Context: an optimization exercise on an open-source flow, tuned for small area. The choices shown serve that exercise and are no tape-out recipe. In this exercise RTL edits were held to simulation tests only and were not proved equivalent to the original. No activity file was given, so power comes from the tool's default toggle rates.

==> design/flow/design.v <==
module sbr24_div (
    input             clk,
    input             rst,
    input             start,
    input      [63:0] dividend,
    input      [31:0] divisor,
    output reg        busy,
    output reg        done,
    output reg [63:0] quot
);
    reg [32:0] rem;
    reg [31:0] dvs;
    reg [6:0]  cnt;
    wire [32:0] rem_sh = {rem[31:0], quot[63]};
    wire [33:0] diff   = {1'b0, rem_sh} - {2'b00, dvs};
    always @(posedge clk) begin
        done <= 1'b0;
        if (rst) begin
            busy <= 1'b0;
            cnt  <= 7'd0;
        end else if (start) begin
            busy <= 1'b1;
            quot <= dividend;
            dvs  <= divisor;
            rem  <= 33'd0;
            cnt  <= 7'd64;
        end else if (busy) begin
            if (!diff[33]) begin
                rem  <= diff[32:0];
                quot <= {quot[62:0], 1'b1};
            end else begin
                rem  <= rem_sh;
                quot <= {quot[62:0], 1'b0};
            end
            cnt <= cnt - 7'd1;
            if (cnt == 7'd1) begin
                busy <= 1'b0;
                done <= 1'b1;
            end
        end
    end
endmodule
module sbr24_i2f (
    input  [31:0] i,
    output [31:0] f
);
    wire        s   = i[31];
    wire [31:0] mag = s ? (~i + 32'd1) : i;
    reg [5:0] lz;
    integer k;
    always @* begin
        lz = 6'd32;
        for (k = 0; k < 32; k = k + 1)
            if (mag[k]) lz = 6'd31 - k[5:0];
    end
    wire [31:0] norm = mag << lz[4:0];           
    wire [23:0] mant = norm[31:8];
    wire        g    = norm[7];
    wire        st   = |norm[6:0];
    wire        up   = g & (st | mant[0]);
    wire [24:0] mr   = {1'b0, mant} + {24'd0, up};
    wire [7:0]  e0   = 8'd158 - {2'b00, lz};
    wire [7:0]  e    = mr[24] ? e0 + 8'd1 : e0;
    wire [22:0] m    = mr[24] ? mr[23:1] : mr[22:0];
    assign f = (mag == 32'd0) ? 32'd0 : {s, e, m};
endmodule
module sbr24_fadd (
    input  [31:0] a,
    input  [31:0] b,
    output reg [31:0] y
);
    wire       sa = a[31], sb = b[31];
    wire [7:0] ea = a[30:23], eb = b[30:23];
    wire       za = (ea == 8'd0), zb = (eb == 8'd0);
    wire       ia = (ea == 8'hFF) && (a[22:0] == 0);
    wire       ib = (eb == 8'hFF) && (b[22:0] == 0);
    wire       na = (ea == 8'hFF) && (a[22:0] != 0);
    wire       nb = (eb == 8'hFF) && (b[22:0] != 0);
    wire       swap = {eb, b[22:0]} > {ea, a[22:0]};
    wire       sx = swap ? sb : sa;
    wire       sy = swap ? sa : sb;
    wire [7:0] ex = swap ? eb : ea;
    wire [7:0] ey = swap ? ea : eb;
    wire [23:0] mx = {1'b1, swap ? b[22:0] : a[22:0]};
    wire [23:0] my = {1'b1, swap ? a[22:0] : b[22:0]};
    wire [7:0] d  = ex - ey;
    wire [49:0] yext  = {my, 26'd0} >> ((d > 8'd26) ? 8'd26 : d);
    wire        ystk  = (d > 8'd26) ? 1'b1 : (|yext[23:0]);
    wire [26:0] yal   = {yext[49:24], ystk};
    wire [26:0] xal   = {mx, 3'b000};
    wire        sub   = sx ^ sy;
    wire [27:0] sum   = sub ? ({1'b0, xal} - {1'b0, yal}) : ({1'b0, xal} + {1'b0, yal});
    reg [4:0] lz;
    integer k;
    always @* begin
        lz = 5'd28;
        for (k = 0; k < 28; k = k + 1)
            if (sum[k]) lz = 5'd27 - k[4:0];
    end
    wire [27:0] nrm  = sum << lz;
    wire [23:0] mant = nrm[27:4];
    wire        g    = nrm[3];
    wire        st   = |nrm[2:0];
    wire        up   = g & (st | mant[0]);
    wire [24:0] mr   = {1'b0, mant} + {24'd0, up};
    wire signed [10:0] e0 = $signed({3'b000, ex}) + 11'sd1 - $signed({6'd0, lz});
    wire signed [10:0] e1 = mr[24] ? e0 + 11'sd1 : e0;
    wire [22:0] m1 = mr[24] ? mr[23:1] : mr[22:0];
    always @* begin
        if (na || nb || (ia && ib && (sa != sb)))
            y = 32'h7FC00000;
        else if (ia)
            y = {sa, 8'hFF, 23'd0};
        else if (ib)
            y = {sb, 8'hFF, 23'd0};
        else if (za && zb)
            y = {sa & sb, 31'd0};
        else if (za)
            y = {sb, eb, b[22:0]};
        else if (zb)
            y = {sa, ea, a[22:0]};
        else if (sum == 28'd0)
            y = 32'd0;
        else if (e1 >= 11'sd255)
            y = {sx, 8'hFF, 23'd0};
        else if (e1 <= 11'sd0)
            y = {sx, 31'd0};
        else
            y = {sx, e1[7:0], m1};
    end
endmodule
module sbr24_fdiv (
    input             clk,
    input             rst,
    input             start,
    input      [31:0] x,
    input      [31:0] s,
    output reg        done,
    output reg [31:0] y
);
    reg        busy;
    reg        rs;
    reg signed [10:0] re;
    reg [24:0] rem;
    reg [23:0] dvs;
    reg [25:0] q;
    reg [4:0]  cnt;
    wire [7:0] ex = x[30:23], es = s[30:23];
    wire zx = (ex == 8'd0), zs = (es == 8'd0);
    wire ix = (ex == 8'hFF) && (x[22:0] == 0);
    wire is_ = (es == 8'hFF) && (s[22:0] == 0);
    wire nx = (ex == 8'hFF) && (x[22:0] != 0);
    wire ns = (es == 8'hFF) && (s[22:0] != 0);
    wire sg = x[31] ^ s[31];
    wire [23:0] mx = {1'b1, x[22:0]};
    wire [23:0] ms = {1'b1, s[22:0]};
    wire        lt = mx < ms;
    wire [25:0] diff = {1'b0, rem} - {2'b00, dvs};
    wire        g    = q[1];
    wire        st   = q[0] | (rem != 25'd0);
    wire        up   = g & (st | q[2]);
    wire [24:0] mr   = {1'b0, q[25:2]} + {24'd0, up};
    wire signed [10:0] ef = mr[24] ? re + 11'sd1 : re;
    wire [22:0] mf   = mr[24] ? mr[23:1] : mr[22:0];
    always @(posedge clk) begin
        done <= 1'b0;
        if (rst) begin
            busy <= 1'b0;
        end else if (start) begin
            if (nx || ns || (ix && is_) || (zx && zs)) begin
                y <= 32'h7FC00000; done <= 1'b1;
            end else if (ix || zs) begin
                y <= {sg, 8'hFF, 23'd0}; done <= 1'b1;
            end else if (zx || is_) begin
                y <= {sg, 31'd0}; done <= 1'b1;
            end else begin
                busy <= 1'b1;
                rs   <= sg;
                re   <= $signed({3'b000, ex}) - $signed({3'b000, es}) + 11'sd127 - (lt ? 11'sd1 : 11'sd0);
                rem  <= lt ? {mx, 1'b0} : {1'b0, mx};
                dvs  <= ms;
                q    <= 26'd0;
                cnt  <= 5'd26;
            end
        end else if (busy) begin
            if (cnt != 5'd0) begin
                if (!diff[25]) begin
                    rem <= {diff[23:0], 1'b0};
                    q   <= {q[24:0], 1'b1};
                end else begin
                    rem <= {rem[23:0], 1'b0};
                    q   <= {q[24:0], 1'b0};
                end
                cnt <= cnt - 5'd1;
            end else begin
                busy <= 1'b0;
                done <= 1'b1;
                if (ef >= 11'sd255)
                    y <= {rs, 8'hFF, 23'd0};
                else if (ef <= 11'sd0)
                    y <= {rs, 31'd0};
                else
                    y <= {rs, ef[7:0], mf};
            end
        end
    end
endmodule
module sbr24 (
    input             clk,
    input             rst,
    input             cmd_valid,
    input      [7:0]  cmd_op,
    input      [31:0] cmd_a,
    input      [31:0] cmd_b,
    output reg        busy,
    output reg        done,
    output reg [3:0]  fault,
    output reg [31:0] res,
    input      [31:0] cnt_us,
    input             dout,
    output reg        sck,
    output reg        ie
);
    localparam [7:0] OP_CLK_INIT   = 8'h01, OP_DELAY_US   = 8'h02,
                     OP_NOW_US     = 8'h03, OP_NOW_MS     = 8'h04,
                     OP_SHIFT_IN   = 8'h10,
                     OP_CONFIGURE  = 8'h20, OP_IS_READY   = 8'h21,
                     OP_WAIT_READY = 8'h22, OP_WAIT_RETRY = 8'h23,
                     OP_WAIT_TMO   = 8'h24, OP_READ       = 8'h25,
                     OP_POWER_DOWN = 8'h26, OP_POWER_UP   = 8'h27,
                     OP_READ_AVG   = 8'h30, OP_GET_VALUE  = 8'h31,
                     OP_GET_UNITS  = 8'h32, OP_TARE       = 8'h33,
                     OP_SET_SCALE  = 8'h34, OP_GET_SCALE  = 8'h35,
                     OP_SET_OFFSET = 8'h36, OP_GET_OFFSET = 8'h37;
    localparam [3:0] F_NONE = 4'd0, F_ARG = 4'd1, F_STATE = 4'd2,
                     F_UNBOUND = 4'd3, F_CMD = 4'd4;
    localparam [4:0] S_IDLE   = 5'd0,  S_EXEC   = 5'd1,  S_DELAY  = 5'd2,
                     S_MS     = 5'd3,  S_WCHK   = 5'd4,  S_RCHK   = 5'd5,
                     S_TO_TS  = 5'd6,  S_TO_NOW = 5'd7,  S_TO_CHK = 5'd8,
                     S_SLEEP  = 5'd9,  S_RDY    = 5'd10, S_HI     = 5'd11,
                     S_LO     = 5'd12, S_PEND   = 5'd13, S_AVG    = 5'd14,
                     S_AVGW   = 5'd15, S_CONV   = 5'd16, S_FSUB   = 5'd17,
                     S_FDIV   = 5'd18;
    reg [4:0]  state;
    reg [7:0]  op;
    reg [31:0] a, b;
    reg        bound;
    reg [1:0]  sel;
    reg [31:0] offset;
    reg [31:0] scale;
    reg [31:0] t0;         
    reg [31:0] th;         
    reg [31:0] ts;         
    reg [31:0] ctr;        
    reg [41:0] slp;        
    reg [31:0] cnt_prev;   
    reg [23:0] shr;        
    reg [4:0]  pidx;       
    reg [4:0]  npulse;     
    reg [4:0]  nsamp;      
    reg        frame;      
    reg [63:0] acc;        
    reg [31:0] avg;        
    reg [31:0] fa, fb;     
    reg [31:0] fv;         
    wire tick = (cnt_us != cnt_prev);
    wire [31:0] elapsed = cnt_us - t0;
    wire code_ok = (cmd_a == 32'd128) || (cmd_a == 32'd64) || (cmd_a == 32'd32);
    wire [1:0] sel_of = (a == 32'd128) ? 2'b01 : (a == 32'd32) ? 2'b10 : 2'b11;
    wire [63:0] sample64 = {{40{shr[23]}}, shr};
    wire [63:0] acc_next = acc + sample64;
    reg         div_start;
    reg  [63:0] div_dividend;
    reg  [31:0] div_divisor;
    wire        div_busy, div_done;
    wire [63:0] div_quot;
    sbr24_div u_div (
        .clk(clk), .rst(rst), .start(div_start),
        .dividend(div_dividend), .divisor(div_divisor),
        .busy(div_busy), .done(div_done), .quot(div_quot)
    );
    wire [31:0] fa_w, fb_w, fsub_w;
    sbr24_i2f u_i2f_a (.i(avg),    .f(fa_w));
    sbr24_i2f u_i2f_b (.i(offset), .f(fb_w));
    sbr24_fadd u_fadd (.a(fa), .b({~fb[31], fb[30:0]}), .y(fsub_w));
    reg         fdiv_start;
    wire        fdiv_done;
    wire [31:0] fdiv_y;
    sbr24_fdiv u_fdiv (
        .clk(clk), .rst(rst), .start(fdiv_start),
        .x(fv), .s(scale), .done(fdiv_done), .y(fdiv_y)
    );
    reg [3:0] issue_fault;
    always @* begin
        issue_fault = F_NONE;
        case (cmd_op)
            OP_CLK_INIT:   if (cmd_a != 32'd0) issue_fault = F_ARG;
            OP_DELAY_US, OP_NOW_US, OP_NOW_MS, OP_WAIT_TMO, OP_READ:
                           if (!bound) issue_fault = F_UNBOUND;
            OP_SHIFT_IN:   if (cmd_a > 32'd1) issue_fault = F_ARG;
                           else if (!bound) issue_fault = F_UNBOUND;
            OP_CONFIGURE:  if (!code_ok) issue_fault = F_ARG;
                           else if (!bound) issue_fault = F_UNBOUND;
            OP_READ_AVG, OP_GET_VALUE, OP_TARE:
                           if (cmd_a == 32'd0) issue_fault = F_ARG;
                           else if (!bound) issue_fault = F_UNBOUND;
            OP_GET_UNITS:  if (cmd_a == 32'd0) issue_fault = F_ARG;
                           else if (!bound) issue_fault = F_UNBOUND;
                           else if (scale[30:23] == 8'd0) issue_fault = F_STATE;
            OP_IS_READY, OP_WAIT_READY, OP_WAIT_RETRY, OP_POWER_DOWN,
            OP_POWER_UP, OP_SET_SCALE, OP_GET_SCALE, OP_SET_OFFSET,
            OP_GET_OFFSET: issue_fault = F_NONE;
            default:       issue_fault = F_CMD;
        endcase
    end
    always @(posedge clk) begin
        done       <= 1'b0;
        div_start  <= 1'b0;
        fdiv_start <= 1'b0;
        cnt_prev   <= cnt_us;
        if (rst) begin
            state  <= S_IDLE;
            busy   <= 1'b0;
            fault  <= F_NONE;
            res    <= 32'd0;
            bound  <= 1'b0;
            sel    <= 2'b01;
            offset <= 32'd0;
            scale  <= 32'h3F800000;
            sck    <= 1'b0;
            ie     <= 1'b1;
            slp    <= 42'd0;
        end else begin
            case (state)
                S_IDLE: begin
                    if (cmd_valid) begin
                        op    <= cmd_op;
                        a     <= cmd_a;
                        b     <= cmd_b;
                        busy  <= 1'b1;
                        fault <= issue_fault;
                        state <= S_EXEC;
                    end
                end
                S_EXEC: begin
                    if (fault != F_NONE) begin
                        busy  <= 1'b0;
                        done  <= 1'b1;
                        state <= S_IDLE;
                    end else begin
                        case (op)
                            OP_CLK_INIT: begin
                                bound <= 1'b1;
                                busy  <= 1'b0; done <= 1'b1; state <= S_IDLE;
                            end
                            OP_DELAY_US: begin
                                t0    <= cnt_us;
                                th    <= (a == 32'd0) ? 32'd0 : a - 32'd1;
                                state <= S_DELAY;
                            end
                            OP_NOW_US: begin
                                res  <= cnt_us;
                                busy <= 1'b0; done <= 1'b1; state <= S_IDLE;
                            end
                            OP_NOW_MS: begin
                                div_start    <= 1'b1;
                                div_dividend <= {32'd0, cnt_us};
                                div_divisor  <= 32'd1000;
                                state        <= S_MS;
                            end
                            OP_SHIFT_IN: begin
                                frame  <= 1'b0;
                                npulse <= 5'd8;
                                nsamp  <= 5'd8;
                                pidx   <= 5'd0;
                                sck    <= 1'b1;
                                t0     <= cnt_us;
                                state  <= S_HI;
                            end
                            OP_CONFIGURE: begin
                                sel   <= sel_of;
                                sck   <= 1'b0;
                                ctr   <= 32'd1;
                                acc   <= 64'd0;
                                state <= S_RDY;
                            end
                            OP_IS_READY: begin
                                res  <= {31'd0, ~dout};
                                busy <= 1'b0; done <= 1'b1; state <= S_IDLE;
                            end
                            OP_WAIT_READY: state <= S_WCHK;
                            OP_WAIT_RETRY: begin
                                ctr   <= 32'd0;
                                state <= S_RCHK;
                            end
                            OP_WAIT_TMO: begin
                                div_start    <= 1'b1;
                                div_dividend <= {32'd0, cnt_us};
                                div_divisor  <= 32'd1000;
                                state        <= S_TO_TS;
                            end
                            OP_READ: begin
                                ctr   <= 32'd1;
                                acc   <= 64'd0;
                                state <= S_RDY;
                            end
                            OP_POWER_DOWN: begin
                                sck  <= 1'b1;
                                busy <= 1'b0; done <= 1'b1; state <= S_IDLE;
                            end
                            OP_POWER_UP: begin
                                sck  <= 1'b0;
                                busy <= 1'b0; done <= 1'b1; state <= S_IDLE;
                            end
                            OP_READ_AVG, OP_GET_VALUE, OP_GET_UNITS, OP_TARE: begin
                                ctr   <= a;
                                acc   <= 64'd0;
                                state <= S_RDY;
                            end
                            OP_SET_SCALE: begin
                                scale <= a;
                                busy <= 1'b0; done <= 1'b1; state <= S_IDLE;
                            end
                            OP_GET_SCALE: begin
                                res  <= scale;
                                busy <= 1'b0; done <= 1'b1; state <= S_IDLE;
                            end
                            OP_SET_OFFSET: begin
                                offset <= a;
                                busy <= 1'b0; done <= 1'b1; state <= S_IDLE;
                            end
                            default: begin  
                                res  <= offset;
                                busy <= 1'b0; done <= 1'b1; state <= S_IDLE;
                            end
                        endcase
                    end
                end
                S_DELAY: begin
                    if (elapsed >= th) begin
                        busy <= 1'b0; done <= 1'b1; state <= S_IDLE;
                    end
                end
                S_MS: begin
                    if (div_done) begin
                        res  <= div_quot[31:0];
                        busy <= 1'b0; done <= 1'b1; state <= S_IDLE;
                    end
                end
                S_WCHK: begin
                    if (!dout) begin
                        busy <= 1'b0; done <= 1'b1; state <= S_IDLE;
                    end else begin
                        slp   <= a * 42'd1000;
                        state <= S_SLEEP;
                    end
                end
                S_RCHK: begin
                    if (ctr < a) begin
                        if (!dout) begin
                            res  <= 32'd1;
                            busy <= 1'b0; done <= 1'b1; state <= S_IDLE;
                        end else begin
                            slp   <= b * 42'd1000;
                            ctr   <= ctr + 32'd1;
                            state <= S_SLEEP;
                        end
                    end else begin
                        res  <= 32'd0;
                        busy <= 1'b0; done <= 1'b1; state <= S_IDLE;
                    end
                end
                S_TO_TS: begin
                    if (div_done) begin
                        ts           <= div_quot[31:0];
                        div_start    <= 1'b1;
                        div_dividend <= {32'd0, cnt_us};
                        div_divisor  <= 32'd1000;
                        state        <= S_TO_NOW;
                    end
                end
                S_TO_NOW: begin
                    if (div_done) begin
                        if ((div_quot[31:0] - ts) < a)
                            state <= S_TO_CHK;
                        else begin
                            res  <= 32'd0;
                            busy <= 1'b0; done <= 1'b1; state <= S_IDLE;
                        end
                    end
                end
                S_TO_CHK: begin
                    if (!dout) begin
                        res  <= 32'd1;
                        busy <= 1'b0; done <= 1'b1; state <= S_IDLE;
                    end else begin
                        slp   <= b * 42'd1000;
                        state <= S_SLEEP;
                    end
                end
                S_SLEEP: begin
                    if (slp == 42'd0) begin
                        if (op == OP_WAIT_READY)
                            state <= S_WCHK;
                        else if (op == OP_WAIT_RETRY)
                            state <= S_RCHK;
                        else begin
                            div_start    <= 1'b1;
                            div_dividend <= {32'd0, cnt_us};
                            div_divisor  <= 32'd1000;
                            state        <= S_TO_NOW;
                        end
                    end else if (tick)
                        slp <= slp - 42'd1;
                end
                S_RDY: begin
                    if (!dout) begin
                        ie     <= 1'b0;
                        frame  <= 1'b1;
                        npulse <= 5'd24 + {3'd0, sel};
                        nsamp  <= 5'd24;
                        pidx   <= 5'd0;
                        sck    <= 1'b1;
                        t0     <= cnt_us;
                        state  <= S_HI;
                    end
                end
                S_HI: begin
                    if (elapsed >= 32'd1) begin
                        if (pidx < nsamp)
                            shr <= {shr[22:0], dout};
                        sck   <= 1'b0;
                        t0    <= cnt_us;
                        state <= S_LO;
                    end
                end
                S_LO: begin
                    if (elapsed >= 32'd1) begin
                        if (pidx + 5'd1 == npulse)
                            state <= S_PEND;
                        else begin
                            pidx  <= pidx + 5'd1;
                            sck   <= 1'b1;
                            t0    <= cnt_us;
                            state <= S_HI;
                        end
                    end
                end
                S_PEND: begin
                    if (!frame) begin
                        res  <= (a[0]) ? {24'd0, shr[7:0]}
                                       : {24'd0, shr[0], shr[1], shr[2], shr[3],
                                          shr[4], shr[5], shr[6], shr[7]};
                        busy <= 1'b0; done <= 1'b1; state <= S_IDLE;
                    end else begin
                        ie  <= 1'b1;
                        acc <= acc_next;
                        ctr <= ctr - 32'd1;
                        if (op == OP_READ) begin
                            res  <= sample64[31:0];
                            busy <= 1'b0; done <= 1'b1; state <= S_IDLE;
                        end else if (op == OP_CONFIGURE) begin
                            busy <= 1'b0; done <= 1'b1; state <= S_IDLE;
                        end else if (ctr == 32'd1)
                            state <= S_AVG;
                        else
                            state <= S_RDY;
                    end
                end
                S_AVG: begin
                    div_start    <= 1'b1;
                    div_dividend <= acc[63] ? (~acc + 64'd1) : acc;
                    div_divisor  <= a;
                    state        <= S_AVGW;
                end
                S_AVGW: begin
                    if (div_done) begin
                        avg <= acc[63] ? (~div_quot[31:0] + 32'd1) : div_quot[31:0];
                        if (op == OP_READ_AVG) begin
                            res  <= acc[63] ? (~div_quot[31:0] + 32'd1) : div_quot[31:0];
                            busy <= 1'b0; done <= 1'b1; state <= S_IDLE;
                        end else if (op == OP_TARE) begin
                            offset <= acc[63] ? (~div_quot[31:0] + 32'd1) : div_quot[31:0];
                            busy <= 1'b0; done <= 1'b1; state <= S_IDLE;
                        end else
                            state <= S_CONV;
                    end
                end
                S_CONV: begin
                    fa    <= fa_w;
                    fb    <= fb_w;
                    state <= S_FSUB;
                end
                S_FSUB: begin
                    fv <= fsub_w;
                    if (op == OP_GET_VALUE) begin
                        res  <= fsub_w;
                        busy <= 1'b0; done <= 1'b1; state <= S_IDLE;
                    end else begin
                        fdiv_start <= 1'b1;
                        state      <= S_FDIV;
                    end
                end
                S_FDIV: begin
                    if (fdiv_done) begin
                        res  <= fdiv_y;
                        busy <= 1'b0; done <= 1'b1; state <= S_IDLE;
                    end
                end
                default: state <= S_IDLE;
            endcase
        end
    end
endmodule
==> design/flow/run.sh <==
#!/bin/bash
# synth_recipe.tcl (not shown) runs the flow's synth.tcl, then flattens the netlist and writes it again
# the make line also repeats each setting of config.mk as NAME=value (left out here)
make -C /OpenROAD-flow-scripts/flow DESIGN_CONFIG=/design/flow/config.mk WORK_HOME=/design/flow/orfs CLKGATE_MAP_FILE= SYNTH_SCRIPT=/design/flow/synth_recipe.tcl finish
==> design/flow/config.mk <==
export PLATFORM = sky130hd
export DESIGN_NAME = sbr24
export DESIGN_NICKNAME = sbr24
export VERILOG_FILES = /design/flow/design.v
export SDC_FILE = /design/flow/constraint.sdc
export NUM_CORES = 4
export LEC_CHECK = 0
export CAP_MARGIN = 20
export CORE_MARGIN = 2
export CORE_UTILIZATION = 40
export PLACE_DENSITY = 0.6
export SLEW_MARGIN = 20
==> design/flow/constraint.sdc <==
create_clock -name core_clock -period 20.0 [get_ports {clk}]
set_input_delay 4.0000 -clock core_clock [delete_from_list [all_inputs] [get_ports {clk}]]
set_output_delay 4.0000 -clock core_clock [all_outputs]
set_load 0.01 [all_outputs]
==> run summary <==
==> worst reg2reg max path, delay by kind of cell, from the launching register on <==
| kind | cells | cell delay (ns) |
|---|---|---|
| buffers and inverters | 6 | 1.79 |
| AOI/OAI and AO/OA | 34 | 8.08 |
| adders and majority gates | 4 | 0.99 |
| and+or+nand+nor | 17 | 5.15 |
| muxes | 3 | 0.85 |
| DFF | 1 | 0.53 |
==> flip-flops by register name, summed over array words and instances (netlist names), 42 cells and up <==
name / cells
acc: 64
div_dividend: 64
u_div.quot: 64
slp: 42
==> worst paths after layout <==
check / endpoint / startpoint / cells after the start / slack, ns
min reg2reg: u_div.dvs[6]$_DFFE_PP_ / div_divisor[6]$_SDFFCE_PP1P_ / 0 / 0.42
max: res[7]$_SDFFE_PP0P_ / fb[23]$_SDFFCE_PN0P_ / 64 / 2.50
min: u_div.dvs[6]$_DFFE_PP_ / div_divisor[6]$_SDFFCE_PP1P_ / 0 / 0.42
max reg2reg: res[7]$_SDFFE_PP0P_ / fb[23]$_SDFFCE_PN0P_ / 64 / 2.50
==> stage by stage <==
stage | utilization (%) | worst slack [ns]
6_report | 44.57 | 2.499
5_1_grt | 44.56 | 1.192
4_1_cts | 44.56 | 2.961
3_5_place_dp | 42.68 | 3.069
3_3_place_gp | 42.68 | 3.158
2_1_floorplan | - | 7.172
==> cell type report <==
type                    instances  area, µm²
repair buffers                330       2853
fillers                     19240     110500
clock inverters                67      661.9
multi-input cells            6831      49340
clock buffers                 142       3070
flip-flops and latches        970      27150
well taps                    2656       3323
diodes                          4      10.01
inverters                     634       2381
==> cell usage after synthesis, types with 198 or more instances <==
cell type / count
dfxtp_1: 198
edfxtp_1: 772
a21oi_1: 643
inv_1: 627
clkbuf_1: 303
nor3_1: 219
ha_1: 627
fa_1: 245
o21ai_0: 542
xnor2_1: 330
nand2_1: 777
xor2_1: 288
nor2_1: 808
==> cell families after synthesis <==
group | after synthesis | synth area share [%]
flops | 970 | 33.90
other cells | 1 | 0.004683
fa+ha+maj | 872 | 15.92
xor+xnor | 618 | 6.760
buf+inv | 1007 | 4.821
mux | 288 | 3.802
compound gates | 2229 | 17.81
simple gates | 2823 | 16.98
==> layout by cell type (no fill, tap or decap), types with 44 or more instances in the layout <==
cell type        count
nand3_1            185
fa_1               245
o31ai_1             77
nor2b_1            100
buf_4              184
and2_1              73
clkdlybuf4s50_1    145
nor4_1              92
xnor2_1            327
mux2_2              92
and3_1              57
a221oi_1            44
o21bai_1            50
nor3_1             212
o211ai_1            50
a21o_1              75
a31oi_1             61
a211oi_1            90
xor2_1             288
mux2i_1            191
or4_1               51
dfxtp_1            195
inv_1              627
or3_1              119
nand4_1             82
a21oi_1            640
edfxtp_1           772
o21ai_0            538
a21boi_0            82
nand2b_1            98
a22oi_1             53
nor2_1             793
ha_1               627
o22ai_1             47
nand2_1            775
clkbuf_16          116
==> metal layers <==
metal / vias to the layer above / share of wire, % / wire, µm / GRT usage, %
li1: 32100 / - / - / -
met1: 34260 / 44 / 133200 / 41.48
met2: 3393 / 41 / 123300 / 41.00
met3: 570 / 10 / 31350 / 6.760
met4: 4 / 4.5 / 13530 / 11.22
met5: - / 0.0083 / 25 / 0
==> power by group through the flow <==
stage | clock, mW | sequential (mW) | combinational [mW]
after floorplan | 0 | 2.75 | 4.85
after CTS | 2.17 | 2.84 | 6.74
after global routing | 2.24 | 2.86 | 7.58
after global placement | 0 | 2.87 | 6.60
final | 2.14 | 2.85 | 6.86
after detailed placement | 0 | 2.88 | 6.68
==> summary.txt <==
status - complete, no violations
EDFF count, synth - 772
Setup CP Type - flop to flop
Syn Inst Count - 8,808
Hold Path Class - flop to flop
post-synthesis cell type count - 120
initial core utilization - 40.19%
final slew viol count - 0
Clock Sinks - 970
largest net degree at the start of global routing - 123
final WL - 301,300 µm
share of layout cells above drive strength 1 - 6.686%
Net Sw Frac - 46.22%
WP data required - 20.68 ns
I/O Buffers - 146
CTS tree - built
Routed Antenna Nets - 0
setup repair after global routing missed its margin - false
Yosys top cell area share - 28.95%
Vias - 70,330
asr flop ratio synth - 0%
Layout area overhead - 10.89%
H-tree depth - 3
placed cell area - 0.08504 mm²
Clk Latency, worst-skew pair - 0.78 ns
Root Driver - clkbuf_16
total I/O pin count - 148
Horiz. Die Dim - 451.4 µm
Max Root-Sink Buffers - 3
post-route design area - 0.08880 mm²
Pwr Total - 11.85 mW
total gr overflow - 0
Vias/cell - 6.045
Post-Syn Area - 0.08007 mm²
Worst setup SP type - flop
# hold bufs at CTS - 0
CP max stage cell - a221oi_1
Syn Nets - 9,788
Yosys warning count - 5
Post-Route Setup TNS - 0 ns
Max rail drop VDD - 192.3 µV
Pleak - 34.67 nW
routability cong. - 0.9989
Gate power share - 57.9%
nets@finish - 9,858
Top Family by Delay on Critical Path - compound AO/OA/AOI/OAI gates
Slowest Stage Delay on Critical Path - 0.91 ns
sequential power share - 24.1%
Int Pwr - 6.373 mW
syn_area_per_cell - 9.091 µm²
fmax - 57.14 MHz
ys flop type - edfxtp_1
period utilization - 87.50%
CTS resizes - 0
most frequent CP cell - a21oi_1
Fin. Hold Viols - 0
CTS buffer count - 111
Die ar. - 0.2038 mm²
Area contributors post-synth - edfxtp_1 (29%), ha_1 (9.8%), fa_1 (6.1%)
WL/cell - 25.90 µm
Clk pin slew, worst setup/hold paths - 0.06 ns
initial antenna violation count - 25
Die H - 451.4 µm
first-pass GRT wire length - 439,700 µm
Final min period - 17.50 ns
max cap viols - 0
Detailed Place HPWL - 231,600 µm
Net Sw Power - 5.477 mW
Synth area leader - edfxtp_1
post-CTS setup buffer count - 0
slew at the pin closest to its max-slew limit - 1.258 ns
Worst Path Max Fanout - 40
vias in the first global route - 65,580
#FFs+latches synth - 970
number of cells in the design after placement - 11,420
Setup crit end kind - flop
core footprint - 0.1992 mm²
clock skew - 0.03908 ns
Detailed Routing Iterations Pass 1 - 13
final setup fails - 0
number of cell rows - 164
WHS - 0.4176 ns
Initial DRC Count - 9,085
Slew Limit Headroom - 15.36%
Clock power frac - 18.1%
Worst Path Arrival - 18.18 ns
Residual DRC - 0
total track usage - 28.68%
crit path buf inv count - 6
register area share after synthesis - 33.90%
P per Cell Area - 133.5 mW/mm²
non-filler cells, final - 11,630

## what the ideal ports hide
No port has a modelled driver above. Below, the same layout with a new extraction and two added sets of constraints.
Step 1, drivers: a clkbuf_16 drives clk and a buf_2 each remaining input, both assumed.
Step 2, shift: input delay + t, output delay - t, t = (earliest + latest rising clock arrival at the registers) / 2. This alone moves slack from input paths to output paths.
a / b / c = no drivers / after step 1 / after step 2; a / b = the first two.
shift t [ns]: 0.847
slack for setup (ns): 2.499 / 2.499 / 2.499
hold WS [ns]: 0.418 / 0.418 / 0.418
latest minus earliest clock arrival (ns): 0.041 / 0.041
slew at the worst register clock pin (ns): 0.07 / 0.07
After both steps setup and hold are still met in this run. The setup slack of this run moves by 0.000 ns with the drivers and by 0.000 ns with both steps.
